What follows belongs to an exercise in optimizing a design on an open flow for a short achievable clock period and few clock cycles; a production flow would make more cautious choices. Function was checked by simulation only, so behaviour that the tests miss may differ from the original. Power and IR drop assume default switching activity.

==> run F <==
Design lcd_draw, start of the top module:
module lcd_draw (
    input  wire        clk,
    input  wire        rst,
    input  wire        cmd_valid,
    output wire        cmd_ready,
    input  wire [7:0]  cmd_op,
    input  wire [15:0] cmd_a,
    input  wire [15:0] cmd_b,
    input  wire [15:0] cmd_c,
    input  wire [15:0] cmd_d,
    input  wire [15:0] cmd_e,
    output reg         rsp_valid,
    output reg  [7:0]  rsp_status,
    output wire        out_valid,
    output wire [15:0] out_data,
    output wire        out_last,
    input  wire        out_ready
);
Settings: LEC_CHECK=0, ABC_CLOCK_PERIOD_IN_PS=2500, CAP_MARGIN=20, CORE_MARGIN=2, CORE_UTILIZATION=40, SETUP_SLACK_MARGIN=4.0, SLEW_MARGIN=20, TNS_END_PERCENT=100; clock period 7.0 ns.
run.sh (not shown) runs the stock make flow with config.mk's settings and CLKGATE_MAP_FILE= SYNTH_SCRIPT=/design/flow/synth_recipe.tcl, a recipe that flattens the netlist after the stock synthesis.
==> run K: changes against run F <==
--- a/flow/config.mk
+++ b/flow/config.mk
@@ -6,9 +6,6 @@
 export NUM_CORES = 4
 export LEC_CHECK = 0
-export ABC_CLOCK_PERIOD_IN_PS = 2500
 export CAP_MARGIN = 20
 export CORE_MARGIN = 2
 export CORE_UTILIZATION = 40
-export SETUP_SLACK_MARGIN = 4.0
 export SLEW_MARGIN = 20
-export TNS_END_PERCENT = 100
==> summary of the runs <==
Between run K and run F, the lower sequential share of layout area is in run F (gap 2.8 points). Against run F, the clock power of run K is lower by about 3%. Between run F and run K, the lower combinational power is in run K (gap 12%, measured against run K). In critical path depth, run K and run F do not differ.
Testbench counts of run F, summed over its fixed seeds: cycles 326,745.
Testbench counts of run K, summed over its fixed seeds: cycles 326,745.

========
==> willow: inputs <==
Another version of the RTL of lcd_draw (not shown whole).
==> flow/config.mk <==
export PLATFORM = sky130hd
export DESIGN_NAME = lcd_draw
export DESIGN_NICKNAME = lcd_draw
export VERILOG_FILES = /design/flow/design.v
export SDC_FILE = /design/flow/constraint.sdc
export NUM_CORES = 4
export LEC_CHECK = 0
export ABC_CLOCK_PERIOD_IN_PS = 1500
export CAP_MARGIN = 20
export CORE_MARGIN = 2
export CORE_UTILIZATION = 50
export CTS_CLUSTER_DIAMETER = 80
export CTS_CLUSTER_SIZE = 24
export SETUP_SLACK_MARGIN = 5.0
export SLEW_MARGIN = 20
export TNS_END_PERCENT = 100
==> flow/constraint.sdc <==
create_clock -name core_clock -period 7.0 [get_ports {clk}]
set_input_delay 1.4000 -clock core_clock [delete_from_list [all_inputs] [get_ports {clk}]]
set_output_delay 1.4000 -clock core_clock [all_outputs]
set_load 0.01 [all_outputs]
standard.sh (not shown) runs the stock make flow with config.mk's settings and CLKGATE_MAP_FILE= SYNTH_SCRIPT=/design/flow/synth_recipe.tcl, a recipe that flattens the netlist after the stock synthesis.
==> flow/flow/run.sh <==
#!/bin/bash
# Layout flow: the standard flow (standard.sh, unchanged synthesis, floorplan,
# power grid, placement, CTS and routing), with two resizer settings changed:
#   MATCH_CELL_FOOTPRINT=0  lets timing repair resize cells to other footprints
#   BUFFER_PORTS_ARGS       buffers the ports with buf_4 instead of the default pick
# Each make step writes its own log under orfs/logs; the make output goes to standard.log.
set -euo pipefail
bash standard.sh MATCH_CELL_FOOTPRINT=0 "BUFFER_PORTS_ARGS=-buffer_cell sky130_fd_sc_hd__buf_4" finish > standard.log 2>&1
==> juniper: changes against willow <==
--- a/flow/design.v
+++ b/flow/design.v
@@ -17,33 +17,31 @@
     reg [7:0]   nb;        
     reg         g16, g32, g48;   
     reg [9:0]   wc;        
     reg         wc_end;    
     reg [16:0]  q0, q1;    
     reg [16:0]  q0s;       
     reg         qfull;     
-    reg         qne;       
     wire emit  = g16 && !qfull;
     wire merge = sq_valid && (emit ? !g32 : !g16);
     assign sq_pop = merge;
     wire [16:0] w_new = {wc_end, acc[131:116]};
-    wire        pop   = qne && out_ready;
+    wire        pop   = out_valid && out_ready;
     assign out_data  = q0[15:0];
     assign out_last  = q0[16];
     always @(posedge clk) begin
         if (rst) begin
             acc       <= 132'd0;
             nb        <= 8'd0;
             g16       <= 1'b0;
             g32       <= 1'b0;
             g48       <= 1'b0;
             wc        <= 10'd0;
             wc_end    <= 1'b0;
             out_valid <= 1'b0;
-            qne       <= 1'b0;
             qfull     <= 1'b0;
             wtaken    <= 10'd0;
         end else begin
             if (merge && sq_clr)
                 acc <= 132'd0;
             else
                 acc <= (emit ? {acc[115:0], 16'd0} : acc) | (merge ? sq_data : 132'd0);
@@ -62,26 +60,25 @@
                 wc     <= 10'd0;
                 wc_end <= 1'b0;
             end else if (emit) begin
                 wc     <= wc_end ? 10'd0 : wc + 10'd1;
                 wc_end <= (wc == 10'd574);
             end
             out_valid <= emit || qfull || (out_valid && !pop);
-            qne       <= emit || qfull || (qne && !pop);
-            qfull     <= !pop && (qfull || (emit && qne));
+            qfull     <= !pop && (qfull || (emit && out_valid));
             if (pop)
                 wtaken <= wtaken + 10'd1;
         end
         if (pop)
             q0 <= qfull ? q1 : w_new;
         else
-            q0 <= qne ? q0s : w_new;
-        if (pop ? 1'b1 : !qne)
+            q0 <= out_valid ? q0s : w_new;
+        if (pop ? 1'b1 : !out_valid)
             q0s <= pop ? (qfull ? q1 : w_new) : w_new;
-        if (emit && !pop && qne)
+        if (emit && !pop && out_valid)
             q1 <= w_new;
     end
 endmodule
 module lcd_frame (
     input  wire         clk,
     input  wire         rst,
     input  wire         in_valid,
@@ -196,35 +193,34 @@
     localparam [4:0] G_CHK3  = 5'd21;
     localparam [4:0] G_LS0B  = 5'd22;
     localparam [4:0] G_LS2B  = 5'd23;
     localparam [4:0] G_LS4B  = 5'd24;
     localparam [4:0] G_LA2   = 5'd25;
     localparam [4:0] G_CPREP2= 5'd26;
     localparam [4:0] G_CUPD1B= 5'd27;
-    localparam [4:0] G_CPREP0= 5'd28;
     localparam [2:0] K_FRAME = 3'd0;    
     localparam [2:0] K_ARM   = 3'd1;
     localparam [2:0] K_RAW   = 3'd2;
     localparam [2:0] K_D16   = 3'd3;
     localparam [2:0] K_FILLD = 3'd4;
     localparam [2:0] K_CLEAR = 3'd5;
     localparam [3:0] SQ_DEPTH = 4'd3;
     localparam [2:0] RQ_DEPTH = 3'd4;
     reg  [87:0] cq_hd;
     reg         cq_hv;
     reg         cmd_ready_r;
     assign cmd_ready = cmd_ready_r;
-    wire        cq_acc = cmd_valid && !cq_hv;
+    wire        cq_acc = cmd_valid && cmd_ready_r;
     wire        cq_pop;
     wire        cq_hv_n = (cq_hv && !cq_pop) || cq_acc;
     always @(posedge clk) begin
         if (!cq_hv) cq_hd <= {cmd_op, cmd_a, cmd_b, cmd_c, cmd_d, cmd_e};
         if (rst) begin
             cq_hv       <= 1'b0;
-            cmd_ready_r <= 1'b1;
+            cmd_ready_r <= 1'b0;
         end else begin
             cq_hv       <= cq_hv_n;
             cmd_ready_r <= !cq_hv_n;
         end
     end
     reg        ready;
     reg        orient;
@@ -278,15 +274,14 @@
     reg        sxn, syn;
     reg [17:0] ex, ey, kx, ky;
     reg [8:0]  dxl, dyl, dxml, dyml;
     reg [8:0]  g1l, g2l, h1l, h2l;           
     reg [16:0] dxy, dxy1, dyx, dyx1;         
     reg        adx_z, ady_z;
     reg [9:0]  exl, eyl;                     
-    reg [8:0]  exh_op, eyh_op;               
     reg [15:0] lx_n, ly_n;                   
     reg        lcnt_zero, lcnt_one;
     reg [15:0] lcnt_m1;
     reg [1:0]  side;
     reg signed [17:0] cx, cy, cyi, ndxy;       
     reg signed [17:0] cx_p, cy_m, ndxy_m1, ndxy_m2;
     reg signed [19:0] cd, ca, cb;              
@@ -294,16 +289,14 @@
     reg        cneg;
     reg        cfill;
     reg [15:0] yrem;
     reg        yi_last;
     reg [2:0]  ck;
     reg [15:0] cpx, cpy;                     
     reg [8:0]  cpxl, cpyl;
-    reg [15:0] oxs_r, oys_r;
-    reg        ox_c, oy_c;
     reg [10:0] cdal, cdbl;
     reg        rq;               
     reg        done;             
     always @(*) begin
         rq = 1'b0;
         done = 1'b0;
         case (gst)
@@ -562,25 +555,23 @@
                 end
                 lcnt <= dxy1[16] ? ady : adx;
                 gst  <= G_LA;
             end
             G_LA: begin
                 exl  <= {1'b0, ex[8:0]} + {1'b0, ex[17] ? adx[8:0] : kx[8:0]};
                 eyl  <= {1'b0, ey[8:0]} + {1'b0, ey[17] ? ady[8:0] : ky[8:0]};
-                exh_op <= ex[17] ? {2'b00, adx[15:9]} : kx[17:9];
-                eyh_op <= ey[17] ? {2'b00, ady[15:9]} : ky[17:9];
                 lx_n <= sxn ? lx - 16'd1 : lx + 16'd1;
                 ly_n <= syn ? ly - 16'd1 : ly + 16'd1;
                 lcnt_m1  <= lcnt - 16'd1;
                 lcnt_one <= (lcnt == 16'd1);
                 gst  <= G_LA2;
             end
             G_LA2: begin
-                ex <= {ex[17:9] + exh_op + {8'd0, exl[9]}, exl[8:0]};
-                ey <= {ey[17:9] + eyh_op + {8'd0, eyl[9]}, eyl[8:0]};
+                ex <= {ex[17:9] + (ex[17] ? {2'b00, adx[15:9]} : kx[17:9]) + {8'd0, exl[9]}, exl[8:0]};
+                ey <= {ey[17:9] + (ey[17] ? {2'b00, ady[15:9]} : ky[17:9]) + {8'd0, eyl[9]}, eyl[8:0]};
                 if (!ex[17]) lx <= lx_n;
                 if (!ey[17]) ly <= ly_n;
                 gst <= G_LPLOT;
             end
             G_LPLOT: begin
                 fr_kind <= K_FRAME;
                 fr_len  <= 7'd117;
@@ -611,55 +602,48 @@
                 cyi     <= cfill ? cx : cy;
                 ck      <= 3'd0;
                 yrem    <= cfill ? ndxy[15:0] : 16'd0;
                 yi_last <= !cfill || (ndxy == 18'sd0);
                 if (ndxy[17])
                     gst <= G_DONE;       
                 else
-                    gst <= G_CPREP0;
-            end
-            G_CPREP0: begin
-                oxs_r <= oxs;
-                oys_r <= oys;
-                ox_c  <= ck[0];
-                oy_c  <= ck[1];
-                gst   <= G_CPREP;
+                    gst <= G_CPREP;
             end
             G_CPREP: begin
-                cpxl <= {1'b0, ra[7:0]} + {1'b0, oxs_r[7:0]} + {8'd0, ox_c};
-                cpyl <= {1'b0, rb[7:0]} + {1'b0, oys_r[7:0]} + {8'd0, oy_c};
+                cpxl <= {1'b0, ra[7:0]} + {1'b0, oxs[7:0]} + {8'd0, ck[0]};
+                cpyl <= {1'b0, rb[7:0]} + {1'b0, oys[7:0]} + {8'd0, ck[1]};
                 gst  <= G_CPREP2;
             end
             G_CPREP2: begin
-                cpx <= {ra[15:8] + oxs_r[15:8] + {7'd0, cpxl[8]}, cpxl[7:0]};
-                cpy <= {rb[15:8] + oys_r[15:8] + {7'd0, cpyl[8]}, cpyl[7:0]};
+                cpx <= {ra[15:8] + oxs[15:8] + {7'd0, cpxl[8]}, cpxl[7:0]};
+                cpy <= {rb[15:8] + oys[15:8] + {7'd0, cpyl[8]}, cpyl[7:0]};
                 gst <= G_CPLOT;
             end
             G_CPLOT: begin
                 fr_kind <= K_FRAME;
                 fr_len  <= 7'd117;
                 fr_x0   <= cpx;
                 fr_y0   <= cpy;
                 fr_x1   <= cpx;
                 fr_y1   <= cpy;
                 fr_col  <= fg;
                 if (rq) begin
                     ck <= ck + 3'd1;
                     if (ck == 3'd7) gst <= G_CNEXT;
-                    else            gst <= G_CPREP0;
+                    else            gst <= G_CPREP;
                 end
             end
             G_CNEXT: begin
                 cyi     <= cyi + 18'sd1;
                 yrem    <= yrem - 16'd1;
                 yi_last <= (yrem == 16'd1);
                 if (yi_last)
                     gst <= G_CUPD1;
                 else
-                    gst <= G_CPREP0;
+                    gst <= G_CPREP;
             end
             G_CUPD1: begin
                 cneg    <= cd[19];
                 cdal    <= {1'b0, cd[9:0]} + {1'b0, ca[9:0]};
                 cdbl    <= {1'b0, cd[9:0]} + {1'b0, cb[9:0]};
                 ca_4    <= ca + 20'sd4;
                 cb_4    <= cb + 20'sd4;
ABC_CLOCK_PERIOD_IN_PS = 2000   (was 1500)
CTS_CLUSTER_DIAMETER = 100   (was 80)
CTS_CLUSTER_SIZE = 30   (was 24)
SETUP_SLACK_MARGIN = 4.7   (was 5.0)
==> raven: changes against willow <==
ABC_CLOCK_PERIOD_IN_PS = 2000   (was 1500)
SETUP_SLACK_MARGIN = 4.7   (was 5.0)
==> notes <==
raven ran to the end with no violations. juniper completed without violations. willow passed the timing, DRC and antenna checks.
Between raven and willow, the lower register-to-register slack is in willow (gap 30 ps).
The lowest first-iteration DRC count belongs to juniper, the highest to willow.
Count of clock-buffer cells in the layout: willow is higher than juniper (41).
The highest total power belongs to willow, the lowest to juniper.
Of juniper and raven, juniper has the higher worst hold slack (gap 8.1 ps).
Combinational power: willow is larger than juniper (51%).
==> figures <==
                                                                juniper           raven          willow
Outcome                                                  finished clean  finished clean  finished clean
Hold path endpoint                                          pend3_st[1]     pend3_st[6]     pend3_st[6]
Post-detailed-routing wire length                            298,000 um      316,000 um      369,000 um
Largest clock skew in the final design                          52.3 ps         39.2 ps         54.5 ps
Gate count of the mapped netlist                                  8,668           8,816           8,816
Global-route met2 utilization                                     42.7%           43.1%           47.9%
Final routed wire length divided by cell count                  25.1 um         25.9 um         28.8 um
Endpoint of the most critical register-to-register path         cpxl[6]      rq_cred[2]          gst[4]
First-pass iteration count of the detailed router                     6               7               7
Post-synthesis compound-gate area fraction                        8.88%           9.11%           9.11%
Worst setup path endpoint                                     out_valid   rsp_status[7]          gst[4]
Worst Max-Slew Pin Slew                                         1060 ps         1300 ps         1420 ps
Seq/Total Area, Yosys                                             60.2%           60.4%           60.4%
Testbench counts of willow, summed over its fixed seeds: cycles 327,108.
Testbench counts of juniper, summed over its fixed seeds: cycles 327,100.
Testbench counts of raven, summed over its fixed seeds: cycles 327,108.

==> separate check: timing with driven ports <==
The results above use ideal ports. As a check the final layouts listed here were re-extracted and re-timed, cells and wires unchanged.
Step 1 (the two cells are an assumption about what drives the block):
set clk [get_ports {clk}]
set_driving_cell -lib_cell sky130_fd_sc_hd__clkbuf_16 $clk
set_driving_cell -lib_cell sky130_fd_sc_hd__buf_2 [delete_from_list [all_inputs] $clk]
Step 2 adds t to the input delays and takes it off the output delays; t is the mean of the earliest and latest rising clock arrival at the registers after step 1. Input paths then give back, and output paths get back, about the clock's delay inside the block.
Slacks: ideal ports / drivers / drivers and shift; pairs: ideal ports / drivers.
run | t (ns) | setup slack, ns | worst slew at a driven data input, ns
run F | 0.968 | 3.239 / 3.239 / 3.239 | 0.09
run K | 0.940 | 2.068 / 2.068 / 2.068 | 0.14
willow | 0.916 | 4.260 / 4.199 / 3.793 | 0.16
juniper | 0.873 | 4.192 / 4.096 / 3.706 | 0.29
raven | 0.911 | 4.277 / 4.183 / 3.775 | 0.09
After both steps setup and hold are still met in every run listed. The setup slack of raven, which loses most, moves by -0.094 ns with the drivers and by -0.502 ns with both steps.
